What follows belongs to an exercise in optimizing a design on an open flow for small area, a short achievable clock period and few clock cycles per item; a production flow would make more cautious choices. In this exercise RTL edits were held to simulation tests only and were not proved equivalent to the original. No activity file was given, so power comes from the tool's default toggle rates.

### flow/flow/run.sh
#!/bin/bash
# The standard layout (the standard.sh, unchanged synthesis, floorplan,
# placement, CTS and routing), with ORFS's repair_timing asked to leave 43 ns
# of setup slack at the design's 55 ns clock: it then works towards a 12 ns
# period instead of stopping at 55 ns. The SDC and every other setting are
# the standard flow's.
set -euo pipefail
export SETUP_SLACK_MARGIN=43
bash standard.sh > standard.log 2>&1
### flow/standard.sh
#!/bin/bash
# synth_recipe.tcl (not shown) runs the flow's synth.tcl, then flattens the netlist and writes it again
# the make line also repeats each setting of config.mk as NAME=value (left out here)
make -C /OpenROAD-flow-scripts/flow DESIGN_CONFIG=/design/flow/config.mk WORK_HOME=/design/flow/orfs CLKGATE_MAP_FILE= SYNTH_SCRIPT=/design/flow/synth_recipe.tcl "${@:-finish}"
### flow/config.mk
export PLATFORM = sky130hd
export DESIGN_NAME = lc4_core
export DESIGN_NICKNAME = lc4_core
export VERILOG_FILES = /design/flow/design.v
export SDC_FILE = /design/flow/constraint.sdc
export NUM_CORES = 4
export LEC_CHECK = 0
export CAP_MARGIN = 20
export CORE_MARGIN = 2
export CORE_UTILIZATION = 60
export SLEW_MARGIN = 20
### flow/constraint.sdc
create_clock -name core_clock -period 55.0 [get_ports {clk}]
set_input_delay 11.0000 -clock core_clock [delete_from_list [all_inputs] [get_ports {clk}]]
set_output_delay 11.0000 -clock core_clock [all_outputs]
set_load 0.01 [all_outputs]
### flow/design.v
module lc4_core (
    input  wire        clk,
    input  wire        rst,
    output wire [15:0] imem_addr,
    input  wire [15:0] imem_rdata,
    output wire [15:0] dmem_addr,
    input  wire [15:0] dmem_rdata,
    output wire        dmem_we,
    output wire [15:0] dmem_wdata,
    output wire        trace_valid,
    output wire [15:0] trace_pc,
    output wire [15:0] trace_insn,
    output wire        trace_reg_we,
    output wire [2:0]  trace_reg_sel,
    output wire [15:0] trace_reg_in,
    output wire        trace_flag_we,
    output wire [2:0]  trace_flag_out,
    output wire        trace_mem_we,
    output wire [15:0] trace_mem_addr,
    output wire [15:0] trace_mem_val,
    output wire        halted
);
    localparam [15:0] RESET_PC = 16'h8200;
    localparam [15:0] HALT_PC  = 16'h80FF;
    localparam [3:0] OP_BR    = 4'd0,
                     OP_ARITH = 4'd1,
                     OP_CMP   = 4'd2,
                     OP_JSR   = 4'd4,
                     OP_LOGIC = 4'd5,
                     OP_LDR   = 4'd6,
                     OP_STR   = 4'd7,
                     OP_RTI   = 4'd8,
                     OP_CONST = 4'd9,
                     OP_SHIFT = 4'd10,
                     OP_JMP   = 4'd12,
                     OP_HICON = 4'd13,
                     OP_TRAP  = 4'd15;
    function [16:0] radd16(input [15:0] a, input [15:0] b, input ci);
        integer k;
        reg c;
        begin
            c = ci;
            for (k = 0; k < 16; k = k + 1) begin
                radd16[k] = a[k] ^ b[k] ^ c;
                c = (a[k] & b[k]) | (a[k] & c) | (b[k] & c);
            end
            radd16[16] = c;
        end
    endfunction
    function [8:0] radd8(input [7:0] a, input [7:0] b, input ci);
        integer k;
        reg c;
        begin
            c = ci;
            for (k = 0; k < 8; k = k + 1) begin
                radd8[k] = a[k] ^ b[k] ^ c;
                c = (a[k] & b[k]) | (a[k] & c) | (b[k] & c);
            end
            radd8[8] = c;
        end
    endfunction
    function [15:0] csadd16(input [15:0] a, input [15:0] b);
        reg [8:0] lo, h0, h1;
        begin
            lo = radd8(a[7:0], b[7:0], 1'b0);
            h0 = radd8(a[15:8], b[15:8], 1'b0);
            h1 = radd8(a[15:8], b[15:8], 1'b1);
            csadd16 = {(lo[8] ? h1[7:0] : h0[7:0]), lo[7:0]};
        end
    endfunction
    function [15:0] inc16(input [15:0] x, input ci);
        integer k;
        reg c;
        begin
            c = ci;
            for (k = 0; k < 16; k = k + 1) begin
                inc16[k] = x[k] ^ c;
                c = x[k] & c;
            end
        end
    endfunction
    function [15:0] cneg(input [15:0] x, input c);
        cneg = inc16(x ^ {16{c}}, c);
    endfunction
    function [4:0] lzc(input [15:0] x);
        integer k;
        begin
            lzc = 5'd16;
            for (k = 0; k < 16; k = k + 1)
                if (x[k]) lzc = 5'd15 - k[4:0];
        end
    endfunction
    function [15:0] therm(input [15:0] x);
        integer k;
        begin
            therm[15] = x[15];
            for (k = 14; k >= 0; k = k - 1)
                therm[k] = therm[k+1] | x[k];
        end
    endfunction
    function [2:0] flag_code(input [15:0] v);
        flag_code = v[15] ? 3'd4 : ((v == 16'd0) ? 3'd2 : 3'd1);
    endfunction
    reg        rst_q;
    reg [15:0] pcf;         
    reg [15:0] pce;         
    reg [15:0] ir;          
    reg        ev;          
    reg        ld_ph;       
    reg        dv_busy;     
    reg        dv_fix;      
    reg [3:0]  dv_cnt;
    reg        hlt;
    reg [15:0] regs [0:7];
    reg [2:0]  nzp;
    reg        priv;
    reg [15:0] da;          
    reg [15:0] rv;          
    reg        st_we;       
    reg        s_rwe;
    reg [2:0]  s_rsel;
    reg        s_fwe;
    reg        s_mwe;
    reg        s_mem;       
    wire rst_any = rst || rst_q;
    wire [3:0]  op   = ir[15:12];
    wire [2:0]  f_d  = ir[11:9];
    wire [2:0]  f_s  = ir[8:6];
    wire [2:0]  f_t  = ir[2:0];
    wire [2:0]  subA = ir[5:3];
    wire [1:0]  subS = ir[5:4];
    wire [1:0]  subC = ir[8:7];
    wire        m11  = ir[11];
    wire [15:0] sext6  = {{10{ir[5]}}, ir[5:0]};
    wire [15:0] zext6  = {10'd0, ir[5:0]};
    wire [15:0] sext9  = {{7{ir[8]}}, ir[8:0]};
    wire [15:0] sext11 = {{5{ir[10]}}, ir[10:0]};
    wire [3:0]  u4     = ir[3:0];
    wire [7:0]  u8     = ir[7:0];
    wire is_arith = (op == OP_ARITH);
    wire is_cmp   = (op == OP_CMP);
    wire is_jsr   = (op == OP_JSR);
    wire is_logic = (op == OP_LOGIC);
    wire is_ldr   = (op == OP_LDR);
    wire is_str   = (op == OP_STR);
    wire is_rti   = (op == OP_RTI);
    wire is_const = (op == OP_CONST);
    wire is_shift = (op == OP_SHIFT);
    wire is_jmp   = (op == OP_JMP);
    wire is_hicon = (op == OP_HICON);
    wire is_trap  = (op == OP_TRAP);
    wire is_br    = (op == OP_BR);
    wire is_div = is_arith && subA == 3'b011;
    wire is_mod = is_shift && subS == 2'b11;
    wire is_dm  = is_div || is_mod;
    reg  [7:0]  sel_a, sel_b;
    reg  [15:0] va, vb;
    integer r;
    always @(*) begin
        va = 16'd0;
        vb = 16'd0;
        for (r = 0; r < 8; r = r + 1) begin
            va = va | (regs[r] & {16{sel_a[r]}});
            vb = vb | (regs[r] & {16{sel_b[r]}});
        end
    end
    wire [3:0]  f_op = imem_rdata[15:12];
    wire [2:0]  f_ra = (f_op == OP_CMP || f_op == OP_HICON) ? imem_rdata[11:9] :
                       (f_op == OP_RTI) ? 3'd7 : imem_rdata[8:6];
    wire [2:0]  f_rb = (f_op == OP_STR) ? imem_rdata[11:9] : imem_rdata[2:0];
    wire        use_b   = ((is_arith && !subA[2]) || (is_cmp && !subC[1]));
    wire [15:0] add_y   = use_b ? vb : ((is_cmp && subC[0]) ? zext6 : sext6);
    wire        add_sub = is_cmp || (is_arith && subA == 3'b010);
    wire [16:0] add_r   = radd16(va, add_y ^ {16{add_sub}}, add_sub);
    wire [15:0] add_o   = add_r[15:0];
    wire        cmp_eq = (va == add_y);
    wire        cmp_lt = subC[0] ? !add_r[16]
                                 : ((va[15] != add_y[15]) ? va[15] : add_o[15]);
    wire [2:0]  cmp_code = cmp_eq ? 3'd2 : (cmp_lt ? 3'd4 : 3'd1);
    wire [15:0] pc_off  = is_br ? sext9 : (m11 ? sext11 : sext6);
    wire [16:0] pc_sum  = radd16(pcf, pc_off, 1'b0);
    wire [15:0] pc_tgt  = pc_sum[15:0];
    wire [15:0] pcf_inc = inc16(pcf, 1'b1);
    wire s1 = (va[13] & vb[0]) ^ (va[12] & vb[1]);
    wire c2 = (va[13] & vb[0]) & (va[12] & vb[1]);
    wire s3 = (va[14] & vb[0]) ^ (va[13] & vb[1]) ^ (va[12] & vb[2]);
    wire c4 = ((va[14] & vb[0]) & (va[13] & vb[1])) | ((va[14] & vb[0]) & (va[12] & vb[2])) | ((va[13] & vb[1]) & (va[12] & vb[2]));
    wire s5 = (va[11] & vb[3]) ^ (va[10] & vb[4]);
    wire c6 = (va[11] & vb[3]) & (va[10] & vb[4]);
    wire s7 = (va[15] & vb[0]) ^ (va[14] & vb[1]) ^ (va[13] & vb[2]);
    wire c8 = ((va[15] & vb[0]) & (va[14] & vb[1])) | ((va[15] & vb[0]) & (va[13] & vb[2])) | ((va[14] & vb[1]) & (va[13] & vb[2]));
    wire s9 = (va[12] & vb[3]) ^ (va[11] & vb[4]) ^ (va[10] & vb[5]);
    wire c10 = ((va[12] & vb[3]) & (va[11] & vb[4])) | ((va[12] & vb[3]) & (va[10] & vb[5])) | ((va[11] & vb[4]) & (va[10] & vb[5]));
    wire s11 = (va[9] & vb[6]) ^ (va[8] & vb[7]);
    wire c12 = (va[9] & vb[6]) & (va[8] & vb[7]);
    wire s13 = (va[9] & vb[0]) ^ (va[8] & vb[1]);
    wire c14 = (va[9] & vb[0]) & (va[8] & vb[1]);
    wire s15 = (va[10] & vb[0]) ^ (va[9] & vb[1]) ^ (va[8] & vb[2]);
    wire c16 = ((va[10] & vb[0]) & (va[9] & vb[1])) | ((va[10] & vb[0]) & (va[8] & vb[2])) | ((va[9] & vb[1]) & (va[8] & vb[2]));
    wire s17 = (va[7] & vb[3]) ^ (va[6] & vb[4]);
    wire c18 = (va[7] & vb[3]) & (va[6] & vb[4]);
    wire s19 = (va[11] & vb[0]) ^ (va[10] & vb[1]) ^ (va[9] & vb[2]);
    wire c20 = ((va[11] & vb[0]) & (va[10] & vb[1])) | ((va[11] & vb[0]) & (va[9] & vb[2])) | ((va[10] & vb[1]) & (va[9] & vb[2]));
    wire s21 = (va[8] & vb[3]) ^ (va[7] & vb[4]) ^ (va[6] & vb[5]);
    wire c22 = ((va[8] & vb[3]) & (va[7] & vb[4])) | ((va[8] & vb[3]) & (va[6] & vb[5])) | ((va[7] & vb[4]) & (va[6] & vb[5]));
    wire s23 = (va[5] & vb[6]) ^ (va[4] & vb[7]);
    wire c24 = (va[5] & vb[6]) & (va[4] & vb[7]);
    wire s25 = (va[12] & vb[0]) ^ (va[11] & vb[1]) ^ (va[10] & vb[2]);
    wire c26 = ((va[12] & vb[0]) & (va[11] & vb[1])) | ((va[12] & vb[0]) & (va[10] & vb[2])) | ((va[11] & vb[1]) & (va[10] & vb[2]));
    wire s27 = (va[9] & vb[3]) ^ (va[8] & vb[4]) ^ (va[7] & vb[5]);
    wire c28 = ((va[9] & vb[3]) & (va[8] & vb[4])) | ((va[9] & vb[3]) & (va[7] & vb[5])) | ((va[8] & vb[4]) & (va[7] & vb[5]));
    wire s29 = (va[6] & vb[6]) ^ (va[5] & vb[7]) ^ (va[4] & vb[8]);
    wire c30 = ((va[6] & vb[6]) & (va[5] & vb[7])) | ((va[6] & vb[6]) & (va[4] & vb[8])) | ((va[5] & vb[7]) & (va[4] & vb[8]));
    wire s31 = (va[3] & vb[9]) ^ (va[2] & vb[10]);
    wire c32 = (va[3] & vb[9]) & (va[2] & vb[10]);
    wire s33 = s1 ^ (va[11] & vb[2]) ^ (va[10] & vb[3]);
    wire c34 = (s1 & (va[11] & vb[2])) | (s1 & (va[10] & vb[3])) | ((va[11] & vb[2]) & (va[10] & vb[3]));
    wire s35 = (va[9] & vb[4]) ^ (va[8] & vb[5]) ^ (va[7] & vb[6]);
    wire c36 = ((va[9] & vb[4]) & (va[8] & vb[5])) | ((va[9] & vb[4]) & (va[7] & vb[6])) | ((va[8] & vb[5]) & (va[7] & vb[6]));
    wire s37 = (va[6] & vb[7]) ^ (va[5] & vb[8]) ^ (va[4] & vb[9]);
    wire c38 = ((va[6] & vb[7]) & (va[5] & vb[8])) | ((va[6] & vb[7]) & (va[4] & vb[9])) | ((va[5] & vb[8]) & (va[4] & vb[9]));
    wire s39 = (va[3] & vb[10]) ^ (va[2] & vb[11]) ^ (va[1] & vb[12]);
    wire c40 = ((va[3] & vb[10]) & (va[2] & vb[11])) | ((va[3] & vb[10]) & (va[1] & vb[12])) | ((va[2] & vb[11]) & (va[1] & vb[12]));
    wire s41 = c2 ^ s3 ^ s5;
    wire c42 = (c2 & s3) | (c2 & s5) | (s3 & s5);
    wire s43 = (va[9] & vb[5]) ^ (va[8] & vb[6]) ^ (va[7] & vb[7]);
    wire c44 = ((va[9] & vb[5]) & (va[8] & vb[6])) | ((va[9] & vb[5]) & (va[7] & vb[7])) | ((va[8] & vb[6]) & (va[7] & vb[7]));
    wire s45 = (va[6] & vb[8]) ^ (va[5] & vb[9]) ^ (va[4] & vb[10]);
    wire c46 = ((va[6] & vb[8]) & (va[5] & vb[9])) | ((va[6] & vb[8]) & (va[4] & vb[10])) | ((va[5] & vb[9]) & (va[4] & vb[10]));
    wire s47 = (va[3] & vb[11]) ^ (va[2] & vb[12]) ^ (va[1] & vb[13]);
    wire c48 = ((va[3] & vb[11]) & (va[2] & vb[12])) | ((va[3] & vb[11]) & (va[1] & vb[13])) | ((va[2] & vb[12]) & (va[1] & vb[13]));
    wire s49 = c4 ^ c6 ^ s7;
    wire c50 = (c4 & c6) | (c4 & s7) | (c6 & s7);
    wire s51 = s9 ^ s11 ^ (va[7] & vb[8]);
    wire c52 = (s9 & s11) | (s9 & (va[7] & vb[8])) | (s11 & (va[7] & vb[8]));
    wire s53 = (va[6] & vb[9]) ^ (va[5] & vb[10]) ^ (va[4] & vb[11]);
    wire c54 = ((va[6] & vb[9]) & (va[5] & vb[10])) | ((va[6] & vb[9]) & (va[4] & vb[11])) | ((va[5] & vb[10]) & (va[4] & vb[11]));
    wire s55 = (va[3] & vb[12]) ^ (va[2] & vb[13]) ^ (va[1] & vb[14]);
    wire c56 = ((va[3] & vb[12]) & (va[2] & vb[13])) | ((va[3] & vb[12]) & (va[1] & vb[14])) | ((va[2] & vb[13]) & (va[1] & vb[14]));
    wire s57 = (va[6] & vb[0]) ^ (va[5] & vb[1]);
    wire c58 = (va[6] & vb[0]) & (va[5] & vb[1]);
    wire s59 = (va[7] & vb[0]) ^ (va[6] & vb[1]) ^ (va[5] & vb[2]);
    wire c60 = ((va[7] & vb[0]) & (va[6] & vb[1])) | ((va[7] & vb[0]) & (va[5] & vb[2])) | ((va[6] & vb[1]) & (va[5] & vb[2]));
    wire s61 = (va[4] & vb[3]) ^ (va[3] & vb[4]);
    wire c62 = (va[4] & vb[3]) & (va[3] & vb[4]);
    wire s63 = (va[8] & vb[0]) ^ (va[7] & vb[1]) ^ (va[6] & vb[2]);
    wire c64 = ((va[8] & vb[0]) & (va[7] & vb[1])) | ((va[8] & vb[0]) & (va[6] & vb[2])) | ((va[7] & vb[1]) & (va[6] & vb[2]));
    wire s65 = (va[5] & vb[3]) ^ (va[4] & vb[4]) ^ (va[3] & vb[5]);
    wire c66 = ((va[5] & vb[3]) & (va[4] & vb[4])) | ((va[5] & vb[3]) & (va[3] & vb[5])) | ((va[4] & vb[4]) & (va[3] & vb[5]));
    wire s67 = (va[2] & vb[6]) ^ (va[1] & vb[7]);
    wire c68 = (va[2] & vb[6]) & (va[1] & vb[7]);
    wire s69 = s13 ^ (va[7] & vb[2]) ^ (va[6] & vb[3]);
    wire c70 = (s13 & (va[7] & vb[2])) | (s13 & (va[6] & vb[3])) | ((va[7] & vb[2]) & (va[6] & vb[3]));
    wire s71 = (va[5] & vb[4]) ^ (va[4] & vb[5]) ^ (va[3] & vb[6]);
    wire c72 = ((va[5] & vb[4]) & (va[4] & vb[5])) | ((va[5] & vb[4]) & (va[3] & vb[6])) | ((va[4] & vb[5]) & (va[3] & vb[6]));
    wire s73 = (va[2] & vb[7]) ^ (va[1] & vb[8]) ^ (va[0] & vb[9]);
    wire c74 = ((va[2] & vb[7]) & (va[1] & vb[8])) | ((va[2] & vb[7]) & (va[0] & vb[9])) | ((va[1] & vb[8]) & (va[0] & vb[9]));
    wire s75 = c14 ^ s15 ^ s17;
    wire c76 = (c14 & s15) | (c14 & s17) | (s15 & s17);
    wire s77 = (va[5] & vb[5]) ^ (va[4] & vb[6]) ^ (va[3] & vb[7]);
    wire c78 = ((va[5] & vb[5]) & (va[4] & vb[6])) | ((va[5] & vb[5]) & (va[3] & vb[7])) | ((va[4] & vb[6]) & (va[3] & vb[7]));
    wire s79 = (va[2] & vb[8]) ^ (va[1] & vb[9]) ^ (va[0] & vb[10]);
    wire c80 = ((va[2] & vb[8]) & (va[1] & vb[9])) | ((va[2] & vb[8]) & (va[0] & vb[10])) | ((va[1] & vb[9]) & (va[0] & vb[10]));
    wire s81 = c16 ^ c18 ^ s19;
    wire c82 = (c16 & c18) | (c16 & s19) | (c18 & s19);
    wire s83 = s21 ^ s23 ^ (va[3] & vb[8]);
    wire c84 = (s21 & s23) | (s21 & (va[3] & vb[8])) | (s23 & (va[3] & vb[8]));
    wire s85 = (va[2] & vb[9]) ^ (va[1] & vb[10]) ^ (va[0] & vb[11]);
    wire c86 = ((va[2] & vb[9]) & (va[1] & vb[10])) | ((va[2] & vb[9]) & (va[0] & vb[11])) | ((va[1] & vb[10]) & (va[0] & vb[11]));
    wire s87 = c20 ^ c22 ^ c24;
    wire c88 = (c20 & c22) | (c20 & c24) | (c22 & c24);
    wire s89 = s25 ^ s27 ^ s29;
    wire c90 = (s25 & s27) | (s25 & s29) | (s27 & s29);
    wire s91 = s31 ^ (va[1] & vb[11]) ^ (va[0] & vb[12]);
    wire c92 = (s31 & (va[1] & vb[11])) | (s31 & (va[0] & vb[12])) | ((va[1] & vb[11]) & (va[0] & vb[12]));
    wire s93 = c26 ^ c28 ^ c30;
    wire c94 = (c26 & c28) | (c26 & c30) | (c28 & c30);
    wire s95 = c32 ^ s33 ^ s35;
    wire c96 = (c32 & s33) | (c32 & s35) | (s33 & s35);
    wire s97 = s37 ^ s39 ^ (va[0] & vb[13]);
    wire c98 = (s37 & s39) | (s37 & (va[0] & vb[13])) | (s39 & (va[0] & vb[13]));
    wire s99 = c34 ^ c36 ^ c38;
    wire c100 = (c34 & c36) | (c34 & c38) | (c36 & c38);
    wire s101 = c40 ^ s41 ^ s43;
    wire c102 = (c40 & s41) | (c40 & s43) | (s41 & s43);
    wire s103 = s45 ^ s47 ^ (va[0] & vb[14]);
    wire c104 = (s45 & s47) | (s45 & (va[0] & vb[14])) | (s47 & (va[0] & vb[14]));
    wire s105 = c42 ^ c44 ^ c46;
    wire c106 = (c42 & c44) | (c42 & c46) | (c44 & c46);
    wire s107 = c48 ^ s49 ^ s51;
    wire c108 = (c48 & s49) | (c48 & s51) | (s49 & s51);
    wire s109 = s53 ^ s55 ^ (va[0] & vb[15]);
    wire c110 = (s53 & s55) | (s53 & (va[0] & vb[15])) | (s55 & (va[0] & vb[15]));
    wire s111 = (va[4] & vb[0]) ^ (va[3] & vb[1]);
    wire c112 = (va[4] & vb[0]) & (va[3] & vb[1]);
    wire s113 = (va[5] & vb[0]) ^ (va[4] & vb[1]) ^ (va[3] & vb[2]);
    wire c114 = ((va[5] & vb[0]) & (va[4] & vb[1])) | ((va[5] & vb[0]) & (va[3] & vb[2])) | ((va[4] & vb[1]) & (va[3] & vb[2]));
    wire s115 = (va[2] & vb[3]) ^ (va[1] & vb[4]);
    wire c116 = (va[2] & vb[3]) & (va[1] & vb[4]);
    wire s117 = s57 ^ (va[4] & vb[2]) ^ (va[3] & vb[3]);
    wire c118 = (s57 & (va[4] & vb[2])) | (s57 & (va[3] & vb[3])) | ((va[4] & vb[2]) & (va[3] & vb[3]));
    wire s119 = (va[2] & vb[4]) ^ (va[1] & vb[5]) ^ (va[0] & vb[6]);
    wire c120 = ((va[2] & vb[4]) & (va[1] & vb[5])) | ((va[2] & vb[4]) & (va[0] & vb[6])) | ((va[1] & vb[5]) & (va[0] & vb[6]));
    wire s121 = c58 ^ s59 ^ s61;
    wire c122 = (c58 & s59) | (c58 & s61) | (s59 & s61);
    wire s123 = (va[2] & vb[5]) ^ (va[1] & vb[6]) ^ (va[0] & vb[7]);
    wire c124 = ((va[2] & vb[5]) & (va[1] & vb[6])) | ((va[2] & vb[5]) & (va[0] & vb[7])) | ((va[1] & vb[6]) & (va[0] & vb[7]));
    wire s125 = c60 ^ c62 ^ s63;
    wire c126 = (c60 & c62) | (c60 & s63) | (c62 & s63);
    wire s127 = s65 ^ s67 ^ (va[0] & vb[8]);
    wire c128 = (s65 & s67) | (s65 & (va[0] & vb[8])) | (s67 & (va[0] & vb[8]));
    wire s129 = c64 ^ c66 ^ c68;
    wire c130 = (c64 & c66) | (c64 & c68) | (c66 & c68);
    wire s131 = s69 ^ s71 ^ s73;
    wire c132 = (s69 & s71) | (s69 & s73) | (s71 & s73);
    wire s133 = c70 ^ c72 ^ c74;
    wire c134 = (c70 & c72) | (c70 & c74) | (c72 & c74);
    wire s135 = s75 ^ s77 ^ s79;
    wire c136 = (s75 & s77) | (s75 & s79) | (s77 & s79);
    wire s137 = c76 ^ c78 ^ c80;
    wire c138 = (c76 & c78) | (c76 & c80) | (c78 & c80);
    wire s139 = s81 ^ s83 ^ s85;
    wire c140 = (s81 & s83) | (s81 & s85) | (s83 & s85);
    wire s141 = c82 ^ c84 ^ c86;
    wire c142 = (c82 & c84) | (c82 & c86) | (c84 & c86);
    wire s143 = s87 ^ s89 ^ s91;
    wire c144 = (s87 & s89) | (s87 & s91) | (s89 & s91);
    wire s145 = c88 ^ c90 ^ c92;
    wire c146 = (c88 & c90) | (c88 & c92) | (c90 & c92);
    wire s147 = s93 ^ s95 ^ s97;
    wire c148 = (s93 & s95) | (s93 & s97) | (s95 & s97);
    wire s149 = c94 ^ c96 ^ c98;
    wire c150 = (c94 & c96) | (c94 & c98) | (c96 & c98);
    wire s151 = s99 ^ s101 ^ s103;
    wire c152 = (s99 & s101) | (s99 & s103) | (s101 & s103);
    wire s153 = c100 ^ c102 ^ c104;
    wire c154 = (c100 & c102) | (c100 & c104) | (c102 & c104);
    wire s155 = s105 ^ s107 ^ s109;
    wire c156 = (s105 & s107) | (s105 & s109) | (s107 & s109);
    wire s157 = (va[3] & vb[0]) ^ (va[2] & vb[1]);
    wire c158 = (va[3] & vb[0]) & (va[2] & vb[1]);
    wire s159 = s111 ^ (va[2] & vb[2]) ^ (va[1] & vb[3]);
    wire c160 = (s111 & (va[2] & vb[2])) | (s111 & (va[1] & vb[3])) | ((va[2] & vb[2]) & (va[1] & vb[3]));
    wire s161 = c112 ^ s113 ^ s115;
    wire c162 = (c112 & s113) | (c112 & s115) | (s113 & s115);
    wire s163 = c114 ^ c116 ^ s117;
    wire c164 = (c114 & c116) | (c114 & s117) | (c116 & s117);
    wire s165 = c118 ^ c120 ^ s121;
    wire c166 = (c118 & c120) | (c118 & s121) | (c120 & s121);
    wire s167 = c122 ^ c124 ^ s125;
    wire c168 = (c122 & c124) | (c122 & s125) | (c124 & s125);
    wire s169 = c126 ^ c128 ^ s129;
    wire c170 = (c126 & c128) | (c126 & s129) | (c128 & s129);
    wire s171 = c130 ^ c132 ^ s133;
    wire c172 = (c130 & c132) | (c130 & s133) | (c132 & s133);
    wire s173 = c134 ^ c136 ^ s137;
    wire c174 = (c134 & c136) | (c134 & s137) | (c136 & s137);
    wire s175 = c138 ^ c140 ^ s141;
    wire c176 = (c138 & c140) | (c138 & s141) | (c140 & s141);
    wire s177 = c142 ^ c144 ^ s145;
    wire c178 = (c142 & c144) | (c142 & s145) | (c144 & s145);
    wire s179 = c146 ^ c148 ^ s149;
    wire c180 = (c146 & c148) | (c146 & s149) | (c148 & s149);
    wire s181 = c150 ^ c152 ^ s153;
    wire c182 = (c150 & c152) | (c150 & s153) | (c152 & s153);
    wire s183 = (va[2] & vb[0]) ^ (va[1] & vb[1]);
    wire c184 = (va[2] & vb[0]) & (va[1] & vb[1]);
    wire s185 = s157 ^ (va[1] & vb[2]) ^ (va[0] & vb[3]);
    wire c186 = (s157 & (va[1] & vb[2])) | (s157 & (va[0] & vb[3])) | ((va[1] & vb[2]) & (va[0] & vb[3]));
    wire s187 = c158 ^ s159 ^ (va[0] & vb[4]);
    wire c188 = (c158 & s159) | (c158 & (va[0] & vb[4])) | (s159 & (va[0] & vb[4]));
    wire s189 = c160 ^ s161 ^ (va[0] & vb[5]);
    wire c190 = (c160 & s161) | (c160 & (va[0] & vb[5])) | (s161 & (va[0] & vb[5]));
    wire s191 = c162 ^ s163 ^ s119;
    wire c192 = (c162 & s163) | (c162 & s119) | (s163 & s119);
    wire s193 = c164 ^ s165 ^ s123;
    wire c194 = (c164 & s165) | (c164 & s123) | (s165 & s123);
    wire s195 = c166 ^ s167 ^ s127;
    wire c196 = (c166 & s167) | (c166 & s127) | (s167 & s127);
    wire s197 = c168 ^ s169 ^ s131;
    wire c198 = (c168 & s169) | (c168 & s131) | (s169 & s131);
    wire s199 = c170 ^ s171 ^ s135;
    wire c200 = (c170 & s171) | (c170 & s135) | (s171 & s135);
    wire s201 = c172 ^ s173 ^ s139;
    wire c202 = (c172 & s173) | (c172 & s139) | (s173 & s139);
    wire s203 = c174 ^ s175 ^ s143;
    wire c204 = (c174 & s175) | (c174 & s143) | (s175 & s143);
    wire s205 = c176 ^ s177 ^ s147;
    wire c206 = (c176 & s177) | (c176 & s147) | (s177 & s147);
    wire s207 = c178 ^ s179 ^ s151;
    wire c208 = (c178 & s179) | (c178 & s151) | (s179 & s151);
    wire s209 = c180 ^ s181 ^ s155;
    wire c210 = (c180 & s181) | (c180 & s155) | (s181 & s155);
    wire [15:0] mul_ra = {c208, c206, c204, c202, c200, c198, c196, c194, c192, c190, c188, c186, c184, s183, (va[1] & vb[0]), (va[0] & vb[0])};
    wire [15:0] mul_rb = {s209, s207, s205, s203, s201, s199, s197, s195, s193, s191, s189, s187, s185, (va[0] & vb[2]), (va[0] & vb[1]), 1'b0};
    wire [15:0] mul_o = csadd16(mul_ra, mul_rb);
    wire        sgn_a = va[15];
    wire        sgn_b = vb[15];
    wire [15:0] abs_b = cneg(vb, sgn_b);
    wire [15:0] ub_a   = sgn_a ? {~va[14:0], 1'b1} : va;
    wire [15:0] lb_b   = sgn_b ? ~vb : vb;
    wire        b_zero = (vb == 16'd0);
    wire        dv_now = b_zero || ((therm(lb_b) & ~therm(ub_a)) != 16'd0);
    wire [15:0] dv_now_res = (b_zero || is_div) ? 16'd0 : va;
    wire [15:0] shl_in  = dv_busy ? pce : va;
    wire [3:0]  shl_amt = dv_busy ? dv_cnt : u4;
    wire [15:0] shl_o   = shl_in << shl_amt;
    wire [16:0] dv_diff = radd16(da, ~shl_o, 1'b1);
    wire        dv_ge   = dv_diff[16];
    wire [15:0] dv_rn   = dv_ge ? dv_diff[15:0] : da;
    wire [15:0] dv_qn   = {rv[14:0], dv_ge};
    wire        dv_last = (dv_cnt == 4'd0);
    wire        dv_neg  = is_div ? (sgn_a ^ sgn_b) : sgn_a;
    wire [15:0] neg_in  = dv_fix ? (is_div ? rv : da) : va;
    wire        neg_c   = dv_fix || sgn_a;
    wire [15:0] neg_o   = cneg(neg_in, neg_c);
    wire [15:0] abs_a   = neg_o;
    wire [4:0]  lz_a    = lzc(abs_a);
    wire [4:0]  lz_b    = lzc(abs_b);
    wire [4:0]  dv_k    = lz_b - lz_a;
    wire [3:0]  dv_k0   = (lz_a > lz_b) ? 4'd0 : dv_k[3:0];
    wire [15:0] dm_res = dv_fix  ? neg_o :
                         dv_busy ? (is_div ? dv_qn : dv_rn) :
                                   dv_now_res;
    wire [15:0] srl_o = va >> u4;
    wire [15:0] sra_o = $signed(va) >>> u4;
    reg [15:0] ex_res;
    always @(*) begin
        ex_res = 16'd0;
        case (op)
            OP_ARITH: begin
                if (subA[2] || subA[1:0] == 2'd0 || subA[1:0] == 2'd2)
                    ex_res = add_o;
                else if (subA[1:0] == 2'd1)
                    ex_res = mul_o;
                else
                    ex_res = dm_res;
            end
            OP_LOGIC: begin
                if (subA[2])
                    ex_res = va & sext6;
                else case (subA[1:0])
                    2'd0: ex_res = va & vb;
                    2'd1: ex_res = ~va;
                    2'd2: ex_res = va | vb;
                    default: ex_res = va ^ vb;
                endcase
            end
            OP_SHIFT: begin
                case (subS)
                    2'd0: ex_res = shl_o;
                    2'd1: ex_res = sra_o;
                    2'd2: ex_res = srl_o;
                    default: ex_res = dm_res;
                endcase
            end
            OP_CONST: ex_res = sext9;
            OP_HICON: ex_res = {u8, va[7:0]};
            default:  ex_res = pcf;         
        endcase
    end
    wire wr_op  = is_arith || is_logic || is_shift || is_const || is_hicon
               || is_jsr || is_trap;        
    wire w7     = is_jsr || is_trap;
    wire br_take  = (f_d == 3'b111) || ((f_d & nzp) != 3'b000);
    wire redirect = is_rti || is_trap || is_jsr || is_jmp || (is_br && br_take);
    wire [15:0] tgt = is_rti ? va :
                      is_trap ? {8'h80, u8} :
                      ((is_jsr || is_jmp) && !m11 && !(is_jsr && f_s == 3'd7)) ? add_o :
                      pc_tgt;
    wire e_first   = ev;
    wire e_goes_dv = e_first && is_dm && !dv_now;
    wire dv_end    = dv_busy && dv_last;
    wire dv_wr     = (dv_end && !dv_neg) || dv_fix;
    wire        wr_en   = ld_ph || dv_wr || (e_first && wr_op && !e_goes_dv);
    wire [2:0]  wr_sel  = (w7 && !ld_ph) ? 3'd7 : f_d;
    wire [15:0] wr_data = ld_ph ? dmem_rdata : ex_res;
    wire [15:0] wr_d    = rst_q ? 16'd0 : wr_data;
    wire ex_st_hit  = e_first && is_str && (add_o == pcf);
    wire mem_st_hit = st_we && (da == pcf);
    wire halt_wait  = (pcf == HALT_PC) && e_first && is_str;
    wire e_block    = (e_first && (redirect || is_ldr || e_goes_dv))
                   || (dv_busy && !(dv_last && !dv_neg));
    wire cap_fast   = !hlt && !e_block && !mem_st_hit && !halt_wait;
    wire cap        = cap_fast && !ex_st_hit;
    integer i;
    always @(posedge clk) begin
        for (i = 0; i < 8; i = i + 1)
            if (rst_q || (wr_en && wr_sel == i[2:0]))
                regs[i] <= wr_d;
    end
    always @(posedge clk) begin
        rst_q <= rst;
    end
    always @(posedge clk) begin
        if (rst_any) begin
            ev    <= 1'b0;
            hlt   <= 1'b0;
            st_we <= 1'b0;
        end else begin
            st_we <= e_first && is_str;
            if (cap) begin
                ev  <= (pcf != HALT_PC);
                hlt <= (pcf == HALT_PC);
            end else begin
                ev <= 1'b0;
                if (e_first && redirect)
                    hlt <= (tgt == HALT_PC);
            end
        end
    end
    always @(posedge clk) begin
        if (rst_q) begin
            pcf     <= RESET_PC;
            ld_ph   <= 1'b0;
            dv_busy <= 1'b0;
            dv_fix  <= 1'b0;
            nzp     <= 3'd0;
            priv    <= 1'b0;
            s_rwe   <= 1'b0;
            s_rsel  <= 3'd0;
            s_fwe   <= 1'b0;
            s_mwe   <= 1'b0;
            s_mem   <= 1'b0;
        end else begin
            if (cap_fast) begin
                ir    <= imem_rdata;
                sel_a <= 8'd1 << f_ra;
                sel_b <= 8'd1 << f_rb;
                pce   <= pcf;
            end
            if (cap) begin
                pcf   <= pcf_inc;
            end else if (e_first && redirect) begin
                pcf <= tgt;
            end
            ld_ph <= e_first && is_ldr;
            if (e_goes_dv) begin
                dv_busy <= 1'b1;
                dv_cnt  <= dv_k0;
                pce     <= abs_b;
            end else if (dv_busy) begin
                dv_busy <= !dv_last;
                dv_fix  <= dv_last && dv_neg;
                dv_cnt  <= dv_cnt - 4'd1;
            end else begin
                dv_fix  <= 1'b0;
            end
            if (ld_ph)
                nzp <= flag_code(dmem_rdata);
            else if (wr_en)
                nzp <= flag_code(ex_res);
            else if (e_first && is_cmp)
                nzp <= cmp_code;
            else if (e_first && is_rti)
                nzp <= 3'd0;
            if (e_first && is_rti)
                priv <= 1'b0;
            if (e_first && is_trap)
                priv <= 1'b1;
            if (e_first) begin
                s_rwe  <= wr_op || is_ldr;
                s_rsel <= (wr_op || is_ldr) ? (w7 ? 3'd7 : f_d) : 3'd0;
                s_fwe  <= wr_op || is_ldr || is_cmp;
                s_mwe  <= is_str;
                s_mem  <= is_str || is_ldr;
            end
            if (e_goes_dv) begin
                da <= abs_a;
                rv <= 16'd0;
            end else if (dv_busy) begin
                da <= dv_rn;
                rv <= dv_qn;
            end else if (e_first && (is_str || is_ldr)) begin
                da <= add_o;
            end
            if (wr_en)
                rv <= wr_data;
            else if (e_first && is_str)
                rv <= vb;
        end
    end
    assign imem_addr  = pcf;
    assign dmem_addr  = da;
    assign dmem_we    = st_we;
    assign dmem_wdata = rv;
    assign trace_valid    = ev;
    assign trace_pc       = pce;
    assign trace_insn     = ir;
    assign trace_reg_we   = s_rwe;
    assign trace_reg_sel  = s_rsel;
    assign trace_reg_in   = rv & {16{s_rwe}};
    assign trace_flag_we  = s_fwe;
    assign trace_flag_out = nzp & {3{s_fwe}};
    assign trace_mem_we   = s_mwe;
    assign trace_mem_addr = da & {16{s_mem}};
    assign trace_mem_val  = rv & {16{s_mem}};
    assign halted = hlt;
endmodule
==> results of run 1 <==
through the flow:
step                hold slack (ns)  cell area [um^2]  std cells  setup WS (ns)
floorplan                     0.484             24900       2858          42.93
global placement              0.430             27100       3445          42.27
detailed placement            0.442             27100       3445          42.12
CTS                           0.445             29300       3636          42.51
metal layers:
metal	GRT usage, %	GRT overflow
met5	44.2	1
met4	76.0	4
met3	69.3	2
met2	91.2	3
met1	79.6	0
power by group through the flow:
stage	sequential, mW	clock (mW)	combinational [mW]
2_1_floorplan	0.233	0	0.780
3_3_place_gp	0.235	0	1.15
3_5_place_dp	0.237	0	1.22
4_1_cts	0.232	0.185	1.27
how the worst min path moves through the flow:
stage                                   endpoint  slack (ns)  depth (start not counted)
after floorplan               s_mem$_SDFFE_PP0P_        0.48                          2
after global placement        s_fwe$_SDFFE_PP0P_        0.43                          1
after detailed placement  s_rsel[0]$_SDFFE_PP0P_        0.44                          1
after CTS                 s_rsel[0]$_SDFFE_PP0P_        0.45                          1
cell families after synthesis:
group / share of synthesized area [%]
and+or+nand+nor: 17.3
AOI/OAI and AO/OA: 21.4
buffers and inverters: 6.92
DFF: 28.3
adders and majority gates: 16.0
xor gates and xnor gates: 4.69
muxes: 5.51
timing repair:
| item | 4_1_cts |
|---|---|
| resized for setup | 767 |
| pin swaps | 38 |
| gates cloned | 4 |
| endpoints found under the setup margin | 158 |
| setup buffers | 137 |
==> flow_summary.ini, run 1 <==
[clock_tree]
cts.path.max_buffers = 3
ctsHoldBuffers = 0
numCtsBuffers = 27
cts.sinks = 245
clockRootBuffer = clkbuf_16
cts_max_level = 1

[logic_synthesis]
synthTopCellsByCount = 331 x nor2_1, 230 x nand2_1, 212 x edfxtp_1, 175 x o21ai_0
ys_seq_elements = 245
yosysWarnings = 2
syn_nets = 3131
syn_inst = 2858
avgSynthCellArea_um2 = 8.70
synth_edf_count = 212
async_flop_share_pct = 0
ys.flop_type = edfxtp_1
syn-cell-area_um2 = 24900
synth_most_common_cell = nor2_1
synth_largest_area_cell = edfxtp_1
yosysTopAreaCellShare_pct = 25.6
synth_cell_type_count = 90
seq_area_frac_synth_pct = 28.3
netlist_top_cells_area = edfxtp_1 26%, fa_1 10%, ha_1 5.5%

[global_routing]
grt_overflow_total = 10
grt_use_total_pct = 79.1
antenna_found_initial = 32
grt_max_degree = 62

[floorplanning]
rows = 74
initial_core_util_pct = 60.9
io_pins = 174
fp.dieW_um = 208
chipHeight_um = 208

[run_status]
lastStage = global routing
outcome = stopped before the end
stop_error = [ERROR GRT-0232] Routing congestion too high. Check the congestion heatmap in the GUI.

[placement]
dp_hpwl_um = 90500
io_buffers = 173
gp_congestion = 1.10

[timing]
endpoint_type = output port
crit_endpoint = trace_mem_val[7]
Testbench counts, summed over its fixed seeds: cycles 69,974, instructions 51,630.
==> inputs of run 2 (changes only) <==
--- a/flow/design.v
+++ b/flow/design.v
@@ -174,5 +174,5 @@
     wire [16:0] add_r   = radd16(va, add_y ^ {16{add_sub}}, add_sub);
     wire [15:0] add_o   = add_r[15:0];
-    wire        cmp_eq = (va == add_y);
+    wire        cmp_eq = (add_o == 16'd0);
     wire        cmp_lt = subC[0] ? !add_r[16]
                                  : ((va[15] != add_y[15]) ? va[15] : add_o[15]);
@@ -423,6 +423,6 @@
                          dv_busy ? (is_div ? dv_qn : dv_rn) :
                                    dv_now_res;
-    wire [15:0] srl_o = va >> u4;
-    wire [15:0] sra_o = $signed(va) >>> u4;
+    wire [31:0] sr_w  = {{16{subS[0] & va[15]}}, va} >> u4;
+    wire [15:0] sr_o  = sr_w[15:0];
     reg [15:0] ex_res;
     always @(*) begin
@@ -450,6 +450,6 @@
                 case (subS)
                     2'd0: ex_res = shl_o;
-                    2'd1: ex_res = sra_o;
-                    2'd2: ex_res = srl_o;
+                    2'd1: ex_res = sr_o;
+                    2'd2: ex_res = sr_o;
                     default: ex_res = dm_res;
                 endcase
==> flow/flow/run.sh (replaced) <==
#!/bin/bash
set -euo pipefail
export BUFFER_PORTS_ARGS="-buffer_cell sky130_fd_sc_hd__buf_2"
export SETUP_SLACK_MARGIN=42.45
bash standard.sh > standard.log 2>&1
--- a/flow/config.mk
+++ b/flow/config.mk
@@ -8,4 +8,4 @@
 export CAP_MARGIN = 20
 export CORE_MARGIN = 2
-export CORE_UTILIZATION = 60
+export CORE_UTILIZATION = 55
 export SLEW_MARGIN = 20
==> run 2 against run 1 <==
Synthesized area shrank 2.9%. The run now finishes clean. Synthesized cell count down 3.0%.
==> flow_summary.ini, run 2 <==
[run_status]
outcome = timing/DRC/antenna clean

[finish]
syn_to_final_growth_pct = 10.8
regMostFlops = regs
largest_reg_flops = 128
final_layout_size_suffix_gt1_share_pct = 15.0
layout.nets = 3138
instances_no_fill = 3469
final_common_cell = nor2_1
final_cell_mix = 310 x nor2_1, 244 x nand2_1, 212 x edfxtp_1

[critical_path]
path_cells = and2_1 -> buf_2
worst_setup_path_end_kind = output port
setup.worst_path.class = register to output port
crit_path_max_fanout = 5
r2r_slack_ns = 42.96
cp.buffers_inverters = 1
max_stage_delay_ns = 0.64
cp.arrival_ns = 1.60
start_kind = register
crit_family = flip-flops
critPathSlowestCell = edfxtp_1
required_ns = 44.00

[logic_synthesis]
syn_inst = 2773
ys_seq_elements = 245
avgSynthCellArea_um2 = 8.71
async_flop_share_pct = 0
seq_area_frac_synth_pct = 29.1
syn_nets = 3049
synthTopCellsByCount = 310 x nor2_1, 244 x nand2_1, 212 x edfxtp_1, 169 x inv_1, 166 x clkbuf_1
synth_edf_count = 212
synth_cell_type_count = 90
synth_largest_area_cell = edfxtp_1
syn-cell-area_um2 = 24100
netlist_top_cells_area = edfxtp_1 26%, fa_1 11%, ha_1 5.9%
yosysTopAreaCellShare_pct = 26.4
synth_most_common_cell = nor2_1
yosysWarnings = 2
ys.flop_type = edfxtp_1

[clock_tree]
numCtsBuffers = 26
clockRootBuffer = clkbuf_16
clkSlewWorstSetupHoldPaths_ns = 0.07
cts_tree = built
cts.sinks = 245
clk_latency_ns = 0.58
ctsHoldBuffers = 0
cts_max_level = 1
cts.path.max_buffers = 3

[routing]
route.detailed.drc = 0
route.vias.total = 25216
drt_wl_total_um = 116000
wl_per_cell_um = 33.4
firstDrtPassIters = 10
ant_nets = 0
via_per_inst = 7.27
drt_iter0_markers = 4762

[global_routing]
antenna_found_initial = 4
grt_pass1_wl_um = 163000
grt_pass1_vias = 23997
grt_use_total_pct = 50.1
grt_overflow_total = 0
grt_max_degree = 77

[power_and_ir_drop]
leakage_nw = 11.0
vdd_drop_max_mv = 0.166
power_density_nw_per_um2 = 59.5

[timing]
grt_setup_unrepaired = no
hold_violations = 0
fmax_mhz = 79.4
tns_ns = 0
setup_viol_count_final = 0
relSlewSlack_pct = 18.9
hold_ws_ns = 0.470
period_needed_ns = 12.60
post-route-period-util_pct = 22.9
clock-skew-final_ns = 0.0445
tightest_slew_ns = 1.22
slew_violations = 0

[floorplanning]
rows = 76
dieArea_um2 = 45600
coreArea_um2 = 43200
chipHeight_um = 214
io_pins = 174
initial_core_util_pct = 55.9
fp.dieW_um = 214

[run]
cap_violations = 0

[placement]
io_buffers = 173
dp_hpwl_um = 82100
gp_congestion = 1.09
placedCellCount = 3410

[hold_path]
hold_path_class = register to register
run 2: through the flow:
step / total power, mW / util (%) / setup WS, ns / cell area (um^2)
final: 1.59 / 61.9 / 42.40 / 26700
after global routing: 1.67 / 61.9 / 42.45 / 26700
after CTS: 1.55 / 61.8 / 42.45 / 26700
after detailed placement: 1.35 / 59.6 / 42.56 / 25700
after global placement: 1.31 / 59.6 / 42.64 / 25700
after floorplan: 0.955 / - / 42.90 / 24100
run 2: repair_timing:
action	CTS	global route
gates cloned	0	0
setup buffers	3	6
gates resized for setup	10	5
setup endpoints to repair	56	15
pin swaps	0	0
run 2: cell type report:
| class | instances | area, um^2 |
|---|---|---|
| Antenna cell | 2 | 5.00 |
| Clock buffer | 31 | 691 |
| Clock inverter | 17 | 204 |
| Fill cell | 3752 | 16400 |
| Inverter | 190 | 716 |
| Multi-Input combinational cell | 2113 | 15600 |
| Sequential cell | 245 | 7050 |
| Tap cell | 585 | 732 |
| Timing Repair Buffer | 286 | 1730 |
run 2: kinds of logic after synthesis:
family,synth area share [%]
AND/OR/NAND/NOR,17.4
XOR/XNOR,4.26
multiplexers,5.17
flip-flops,29.1
adder cells (fa/ha/maj),16.6
buffers and inverters,6.65
AO/OA/AOI/OAI,20.8
run 2: worst min-delay path, cell delays in order (launching register included):
cell      delay, ns
dfxtp_1        0.31
nand2b_1       0.06
a21oi_1        0.05
run 2: layer usage:
layer / track usage, % / share of wire, % / up-vias
met5: 0 / 0.025 / -
met4: 36.6 / 9.7 / 4
met3: 18.1 / 15 / 661
met2: 73.4 / 41 / 2388
met1: 61.0 / 34 / 11941
li1: - / - / 10222
run 2: final timing paths:
| check | startpoint | endpoint | cells past startpoint |
|---|---|---|---|
| setup / recovery | rv[10]$_DFFE_PP_ | trace_reg_in[10] | 2 |
| hold / removal | s_rsel[1]$_SDFFE_PP0P_ | s_rsel[1]$_SDFFE_PP0P_ | 2 |
| hold reg to reg | s_rsel[1]$_SDFFE_PP0P_ | s_rsel[1]$_SDFFE_PP0P_ | 2 |
| setup reg to reg | ir[15]$_DFFE_PP_ | nzp[0]$_SDFFE_PP0P_ | 27 |
run 2: report_power, final:
group	switching (mW)	internal (mW)
clock network	0.0783	0.109
registers	0.0110	0.220
logic	0.733	0.439
total	0.823	0.768
Testbench counts of run 2, summed over its fixed seeds: cycles 69,974, instructions 51,630.
==> inputs of run 3 (changes only) <==
--- a/flow/config.mk
+++ b/flow/config.mk
@@ -9,3 +9,5 @@
 export CORE_MARGIN = 2
 export CORE_UTILIZATION = 55
+export CTS_CLUSTER_DIAMETER = 80
+export CTS_CLUSTER_SIZE = 25
 export SLEW_MARGIN = 20
==> run 3 against run 2 <==
Final cell count shrank 0.86%. Power is 4.4% lower. Combinational power hardly changed. Register-to-register slack about the same. Setup slack better by 0.019 ns. Clock-buffer cell count fell by 16. Critical path depth stayed put. Worst hold slack gained 0.0027 ns. Non-clock buffer count fell by 2. Die area stayed put. Clock skew fell by 0.017 ns. Maximum frequency up 0.15%. Critical endpoint is now trace_mem_val[4].
==> flow_summary.ini, run 3 <==
[run_status]
outcome = timing/DRC/antenna clean

[finish]
regMostFlops = regs
largest_reg_flops = 128
fin_util_pct = 60.9
layout.nets = 3125
final_cell_mix = 310 x nor2_1, 244 x nand2_1, 212 x edfxtp_1
instances_no_fill = 3439
num-fill-cells = 3816
final_layout_size_suffix_gt1_share_pct = 14.3
diodes = 0
final_common_cell = nor2_1
syn_to_final_growth_pct = 8.88

[timing]
period_needed_ns = 12.58
setup_viol_count_final = 0
hold_violations = 0
tns_ns = 0
relSlewSlack_pct = 16.7
post-route-period-util_pct = 22.9
fmax_mhz = 79.5
grt_setup_unrepaired = no
tightest_slew_ns = 1.24
slew_violations = 0
clock-skew-final_ns = 0.0279

[power_and_ir_drop]
power_density_nw_per_um2 = 57.8
p_total_mw = 1.52
vdd_drop_max_mv = 0.163
leakage_nw = 10.8

[critical_path]
setup.worst_path.class = register to output port
path_cells = and2_1 -> buf_2
timing.rr.end = nzp[0]$_SDFFE_PP0P_
crit_path_max_fanout = 5
cp.buffers_inverters = 1
worst_setup_path_end_kind = output port
crit_cells = 2
rr_worst_depth = 27
timing.rr.start = ir[13]$_DFFE_PP_
start_kind = register
cp.arrival_ns = 1.58
r2r_slack_ns = 42.96
startpoint = rv[4]$_DFFE_PP_
endpoint = trace_mem_val[4]
critPathSlowestCell = edfxtp_1
required_ns = 44.00
crit_family = flip-flops
max_stage_delay_ns = 0.66

[run]
cap_violations = 0

[clock_tree]
clkSlewWorstSetupHoldPaths_ns = 0.10
cts.sinks = 245
numCtsBuffers = 15
cts_tree = built
cts_max_level = 1
cts.path.max_buffers = 3
clockRootBuffer = clkbuf_16
clk_latency_ns = 0.52
ctsHoldBuffers = 0

[global_routing]
grt_use_total_pct = 50.0
use_met1_pct = 60.6
busiest_layer = met2
grt_util_met3_pct = 18.8
grt_use_met2_pct = 72.6
grt_overflow_total = 0
grt_pass1_wl_um = 162000
antenna_found_initial = 8
grt_pass1_vias = 23822
grt_max_degree = 77

[floorplanning]
chipHeight_um = 214
fp.dieW_um = 214
dieArea_um2 = 45600
io_pins = 174
coreArea_um2 = 43200
initial_core_util_pct = 55.9
rows = 76

[logic_synthesis]
async_flop_share_pct = 0
syn-cell-area_um2 = 24100
synth_largest_area_cell = edfxtp_1
seq_area_frac_synth_pct = 29.1
avgSynthCellArea_um2 = 8.71
ys_seq_elements = 245
ys.flop_type = edfxtp_1
syn_inst = 2773
synth_edf_count = 212
synthTopCellsByCount = 310 x nor2_1, 244 x nand2_1, 212 x edfxtp_1, 169 x inv_1, 166 x clkbuf_1
netlist_top_cells_area = edfxtp_1 26%, fa_1 11%, ha_1 5.9%
synth_most_common_cell = nor2_1
yosysTopAreaCellShare_pct = 26.4
yosysWarnings = 2
synth_cell_type_count = 90
syn_nets = 3049

[placement]
placedCellCount = 3410
gp_congestion = 1.09
dp_hpwl_um = 82100
io_buffers = 173

[routing]
ant_nets = 0
drt_iter0_markers = 4758
firstDrtPassIters = 8
wl_per_cell_um = 33.5
route.detailed.drc = 0
via_per_inst = 7.24
route.vias.total = 24909
drt_wl_total_um = 115000

[hold_path]
hold_path_class = register to register
run 3: changes by cell type in the layout (fill, tap and decap cells not counted), moves of 2 or more:
cell       before  now
clkbuf_16      27   15
clkinv_2        5    0
clkbuf_1        4    0
buf_6           3    0
bufinv_16       4    1
clkbuf_2        0    2
clkinv_1       18   16
clkinv_4        3    1
diode_2         2    0
inv_6           2    0
run 3: cells by family (layout without fill, tap and decap cells):
family          Yosys count  in the layout  synth area share [%]
xor+xnor                116            116                  4.26
fa+ha+maj               242            242                  16.6
mux                     111            111                  5.17
simple gates            896            896                  17.4
buf+inv                 415            496                  6.65
flops                   245            245                  29.1
compound gates          748            748                  20.8
run 3: worst min-delay path by stage:
stage / slack, ns / endpoint / from / cells past startpoint
floorplan: 0.49 / s_mem$_SDFFE_PP0P_ / s_mem$_SDFFE_PP0P_ / 2
global placement: 0.45 / s_rsel[0]$_SDFFE_PP0P_ / s_rsel[0]$_SDFFE_PP0P_ / 2
detailed placement: 0.46 / s_rsel[1]$_SDFFE_PP0P_ / s_rsel[1]$_SDFFE_PP0P_ / 2
CTS: 0.48 / s_mwe$_SDFFE_PP0P_ / s_mwe$_SDFFE_PP0P_ / 2
global route: 0.49 / s_rsel[0]$_SDFFE_PP0P_ / s_rsel[0]$_SDFFE_PP0P_ / 2
finish: 0.47 / s_rsel[0]$_SDFFE_PP0P_ / s_rsel[0]$_SDFFE_PP0P_ / 2
run 3: final cells by class:
cell class              instances  area [um^2]  share of cell area (%)
clock buffers                  15          375                    1.43
flip-flops and latches        245         7040                    26.8
clock inverters                 7         95.1                   0.362
repair buffers                284         1690                    6.44
well taps                     585          732                    2.78
multi-input cells            2113        15600                    59.5
inverters                     190          716                    2.72
run 3: worst reg2reg max path, cell delays in order, from the launching register on:
cell and delay [ns]:
edfxtp_1 0.44, buf_4 0.24, or4b_2 1.03, o22ai_1 0.75
mux2i_1 0.39, mux2i_1 0.15, fa_1 0.47, fa_1 0.49
fa_1 0.47, fa_1 0.47, fa_1 0.46, fa_1 0.46
fa_1 0.46, fa_1 0.46, fa_1 0.47, fa_1 0.47
fa_1 0.46, fa_1 0.46, fa_1 0.47, fa_1 0.47
fa_1 0.86, nand3_1 0.13, nor4_1 0.59, a21oi_1 0.20
a31oi_1 0.26, o21ai_0 0.11, a32oi_1 0.16, nor2_1 0.06
run 3: layer usage:
layer  share of wire, %  vias up
li1                   -    10165
met1                 34    11745
met2                 41     2326
met3                 15      661
met4                9.7       12
met5              0.074        -
run 3: report_power, final:
group / switching [mW] / leakage (nW) / total (mW) / internal (mW)
sequential: 0.0113 / 2.39 / 0.231 / 0.220
clock: 0.0663 / 0.224 / 0.123 / 0.0566
combinational: 0.728 / 8.22 / 1.17 / 0.438
total: 0.806 / 10.8 / 1.52 / 0.715
run 3: timing repair:
action / in CTS / in global routing
setup buffers: 1 / 4
endpoints found under the setup margin: 36 / 23
cloned: 0 / 0
gates resized for setup: 4 / 6
run 3: per-stage QoR:
step                area, um^2  hold WS (ns)  worst slack, ns
floorplan                24100         0.488            42.90
global placement         25700         0.455            42.64
detailed placement       25700         0.462            42.56
CTS                      26200         0.478            42.45
global route             26300         0.490            42.46
finish                   26300         0.473            42.42
==> inputs of run 4 (changes only) <==
--- a/flow/design.v
+++ b/flow/design.v
@@ -107,4 +107,5 @@
     reg [15:0] ir;          
     reg        ev;          
+    reg        ir_pre;      
     reg        ld_ph;       
     reg        dv_busy;     
@@ -169,4 +170,7 @@
                        (f_op == OP_RTI) ? 3'd7 : imem_rdata[8:6];
     wire [2:0]  f_rb = (f_op == OP_STR) ? imem_rdata[11:9] : imem_rdata[2:0];
+    wire        f_r7   = (f_op == OP_RTI) ||
+                         (imem_rdata[15:11] == 5'b11000 && imem_rdata[8:6] == 3'd7 &&
+                          imem_rdata[5:0] == 6'd0);
     wire        use_b   = ((is_arith && !subA[2]) || (is_cmp && !subC[1]));
     wire [15:0] add_y   = use_b ? vb : ((is_cmp && subC[0]) ? zext6 : sext6);
@@ -464,5 +468,5 @@
     wire w7     = is_jsr || is_trap;
     wire br_take  = (f_d == 3'b111) || ((f_d & nzp) != 3'b000);
-    wire redirect = is_rti || is_trap || is_jsr || is_jmp || (is_br && br_take);
+    wire redirect = !ir_pre && (is_rti || is_trap || is_jsr || is_jmp || (is_br && br_take));
     wire [15:0] tgt = is_rti ? va :
                       is_trap ? {8'h80, u8} :
@@ -475,4 +479,5 @@
     wire        wr_en   = ld_ph || dv_wr || (e_first && wr_op && !e_goes_dv);
     wire [2:0]  wr_sel  = (w7 && !ld_ph) ? 3'd7 : f_d;
+    wire        f_r7_go = f_r7 && !(wr_en && wr_sel == 3'd7);
     wire [15:0] wr_data = ld_ph ? dmem_rdata : ex_res;
     wire [15:0] wr_d    = rst_q ? 16'd0 : wr_data;
@@ -493,4 +498,12 @@
         rst_q <= rst;
     end
+    wire [15:0] pcf_base = cap ? pcf_inc : ((e_first && redirect) ? tgt : pcf);
+    wire        pcf_r7   = cap && f_r7_go;
+    always @(posedge clk) begin
+        if (rst_q)
+            pcf <= RESET_PC;
+        else
+            pcf <= pcf_r7 ? regs[7] : pcf_base;
+    end
     always @(posedge clk) begin
         if (rst_any) begin
@@ -512,5 +525,4 @@
     always @(posedge clk) begin
         if (rst_q) begin
-            pcf     <= RESET_PC;
             ld_ph   <= 1'b0;
             dv_busy <= 1'b0;
@@ -525,14 +537,10 @@
         end else begin
             if (cap_fast) begin
-                ir    <= imem_rdata;
+                ir     <= imem_rdata;
+                ir_pre <= f_r7_go;
                 sel_a <= 8'd1 << f_ra;
                 sel_b <= 8'd1 << f_rb;
                 pce   <= pcf;
             end
-            if (cap) begin
-                pcf   <= pcf_inc;
-            end else if (e_first && redirect) begin
-                pcf <= tgt;
-            end
             ld_ph <= e_first && is_ldr;
             if (e_goes_dv) begin
==> run 4 against run 3 <==
Still clean on timing, DRC and antenna. Cell area up 3.0%. Utilization decreased by 0.066 points. Global-route usage increased by 4.1 points. Clock-buffer cell count rose by 7. Maximum frequency rose by 0.11%. Routed wire length increased by 12%. Critical path depth is the same. Clock skew about the same. Synthesized area increased by 3.2%. Non-clock buffer count down 2. Highest routed layer unchanged.
==> flow_summary.ini, run 4 <==
[logic_synthesis]
synth_largest_area_cell = edfxtp_1
avgSynthCellArea_um2 = 8.82
synth_cell_type_count = 100
yosysTopAreaCellShare_pct = 25.7
synth_most_common_cell = nor2_1
synthTopCellsByCount = 326 x nor2_1, 213 x edfxtp_1, 204 x nand2_1, 173 x a21oi_1, 169 x inv_1
yosysWarnings = 2
ys.flop_type = edfxtp_1
seq_area_frac_synth_pct = 28.3
syn_nets = 3101
syn-cell-area_um2 = 24900
async_flop_share_pct = 0
netlist_top_cells_area = edfxtp_1 26%, fa_1 10%, ha_1 5.7%
ys_seq_elements = 246
synth_edf_count = 213
syn_inst = 2825

[routing]
route.vias.total = 26960
via_per_inst = 7.68
ant_nets = 0
drt_wl_total_um = 129000
route.detailed.drc = 0
drt_iter0_markers = 5112
wl_per_cell_um = 36.9
firstDrtPassIters = 10

[placement]
dp_hpwl_um = 93300
gp_congestion = 1.12
dpl-instance-area_um2 = 26400
io_buffers = 173

[clock_tree]
clockRootBuffer = clkbuf_16
clkSlewWorstSetupHoldPaths_ns = 0.09
numCtsBuffers = 17
cts.sinks = 246
cts_max_level = 1
clk_latency_ns = 0.56
cts_tree = built
cts.path.max_buffers = 3
ctsHoldBuffers = 0

[timing]
relSlewSlack_pct = 24.4
hold_violations = 0
tns_ns = 0
grt_setup_unrepaired = yes
post-route-period-util_pct = 22.8
setup_viol_count_final = 0
fmax_mhz = 79.6
period_needed_ns = 12.56
hold_ws_ns = 0.465
tightest_slew_ns = 1.13
slew_violations = 0
clock-skew-final_ns = 0.0279

[power_and_ir_drop]
internal_power_mw = 0.800
power_density_nw_per_um2 = 63.6
p_sw_mw = 0.923
vdd_drop_max_mv = 0.209
swShare_pct = 53.6
p_clk_share_pct = 8.0
p_total_mw = 1.72
leakage_nw = 10.9
pwr-share-seq_pct = 13.9
p_comb_share_pct = 78.1

[finish]
num-fill-cells = 3731
syn_to_final_growth_pct = 8.68
layout.nets = 3176
largest_reg_flops = 128
final_layout_size_suffix_gt1_share_pct = 14.9
multi_input_area_um2 = 16300
regMostFlops = regs
regArea_um2 = 7070
final_common_cell = nor2_1
final_cell_mix = 326 x nor2_1, 213 x edfxtp_1, 204 x nand2_1
final_area_um2 = 27100

[floorplanning]
dieArea_um2 = 47000
coreArea_um2 = 44500
io_pins = 174
fp.dieW_um = 217
chipHeight_um = 217
rows = 77
initial_core_util_pct = 56.0

[critical_path]
critPathSlowestCell = edfxtp_1
setup.worst_path.class = register to output port
cp.arrival_ns = 1.56
timing.rr.start = dv_busy$_SDFF_PP0_
r2r_slack_ns = 42.61
start_kind = register
worst_setup_path_end_kind = output port
max_stage_delay_ns = 0.62
rr_worst_depth = 31
path_cells = and2_1 -> buf_2
timing.rr.end = regs[0][5]$_DFFE_PP_
crit_path_max_fanout = 6
required_ns = 44.00

[hold_path]
hp-start = s_rsel[2]$_SDFFE_PP0P_
holdPathStages = 2
whs_endpoint = s_rsel[2]$_SDFFE_PP0P_
hold_path_class = register to register

[global_routing]
grt_pass1_wl_um = 183000
grt_pass1_vias = 26109
grt_overflow_total = 0
grt_use_total_pct = 54.1
antenna_found_initial = 12
grt_max_degree = 58

[run_status]
outcome = timing/DRC/antenna clean

[run]
cap_violations = 0
==> run 4: metal layers <==
| metal | global-route usage [%] | part of all wire, % |
|---|---|---|
| met1 | 62.0 | 32 |
| met2 | 78.1 | 41 |
| met3 | 23.6 | 16 |
| met4 | 44.3 | 11 |
| met5 | 2.40 | 0.12 |
==> run 4: what timing repair did <==
action,in CTS,in global routing
pin swaps,0,1
gates resized for setup,5,7
buffers inserted,0,1
endpoints found under the setup margin,36,50
==> run 4: how the worst max path moves through the flow <==
stage	startpoint	end	slack (ns)	depth (start not counted)
6_report	rv[1]$_DFFE_PP_	trace_mem_val[1]	42.44	2
3_3_place_gp	imem_rdata[3]	pcf[15]$_SDFFE_PP1P_	41.88	9
4_1_cts	imem_rdata[3]	pcf[9]$_SDFFE_PP1P_	42.46	9
3_5_place_dp	imem_rdata[3]	pcf[9]$_SDFFE_PP1P_	41.94	9
2_1_floorplan	imem_rdata[3]	pcf[15]$_SDFFE_PP1P_	42.35	8
5_1_grt	imem_rdata[3]	pcf[9]$_SDFFE_PP1P_	42.40	9
==> run 4: logic make-up after synthesis <==
| logic type | count (synthesis) | share of synthesized area (%) |
|---|---|---|
| simple gates | 867 | 16.7 |
| compound gates | 814 | 22.1 |
| buf+inv | 416 | 6.75 |
| flops | 246 | 28.3 |
| fa+ha+maj | 242 | 16.0 |
| mux | 122 | 5.79 |
| xor+xnor | 118 | 4.34 |
==> run 4: power groups by stage <==
| stage | sequential (mW) | combinational (mW) | clock, mW |
|---|---|---|---|
| 2_1_floorplan | 0.235 | 0.824 | 0 |
| 3_3_place_gp | 0.239 | 1.22 | 0 |
| 3_5_place_dp | 0.241 | 1.27 | 0 |
| 4_1_cts | 0.237 | 1.28 | 0.136 |
| 5_1_grt | 0.238 | 1.39 | 0.142 |
| 6_report | 0.239 | 1.35 | 0.138 |
==> run 4: metrics by stage <==
stage          util [%]  cells  setup WS, ns
2_1_floorplan         -   2825         42.35
3_3_place_gp       59.4   3472         41.88
3_5_place_dp       59.4   3472         41.94
4_1_cts            60.7   3502         42.46
5_1_grt            60.8   3503         42.40
6_report           60.8   3509         42.44
==> run 4: area by class of cell <==
cell class	count	share of cell area, %
Clock buffer	22	1.76
Sequential cell	246	26.1
Clock inverter	8	0.351
Tap cell	592	2.74
Multi-Input combinational cell	2163	60.0
Antenna cell	6	0.0555
Inverter	190	2.65
Timing Repair Buffer	282	6.30
==> run 4: worst max-delay path, delay by kind of cell, from the launching register on <==
kind,cells,cell delay [ns]
DFF,1,0.62
buffers and inverters,1,0.13
and+or+nand+nor,1,0.26
Testbench counts of run 4, summed over its fixed seeds: cycles 67,280, instructions 51,630.

static timing again, ports no longer ideal:
Ports are ideal in the flow. The routed layouts listed here were re-timed in OpenROAD.
Step 1: set_driving_cell puts a clkbuf_16 on clk and a buf_2 on each other input, an assumption about the parent block.
Step 2, shift: input delay + t, output delay - t, t = (earliest + latest rising clock arrival at the registers) / 2. This alone moves slack from input paths to output paths.
Three values: ideal ports, drivers, drivers and shift; two values: the first two.
run	t (ns)	slack for setup (ns)	slew at the worst register clock pin (ns)	pins driven straight from the clock port
run 2	0.625	42.404 / 42.340 / 42.566	0.07 / 0.07	1
run 3	0.574	42.422 / 42.356 / 42.548	0.10 / 0.10	1
run 4	0.606	42.437 / 42.373 / 41.946	0.10 / 0.10	1
After both steps setup and hold are still met in every run listed. For run 4, which loses most, drivers alone change the setup slack by -0.064 ns; drivers and shift together by -0.491 ns.
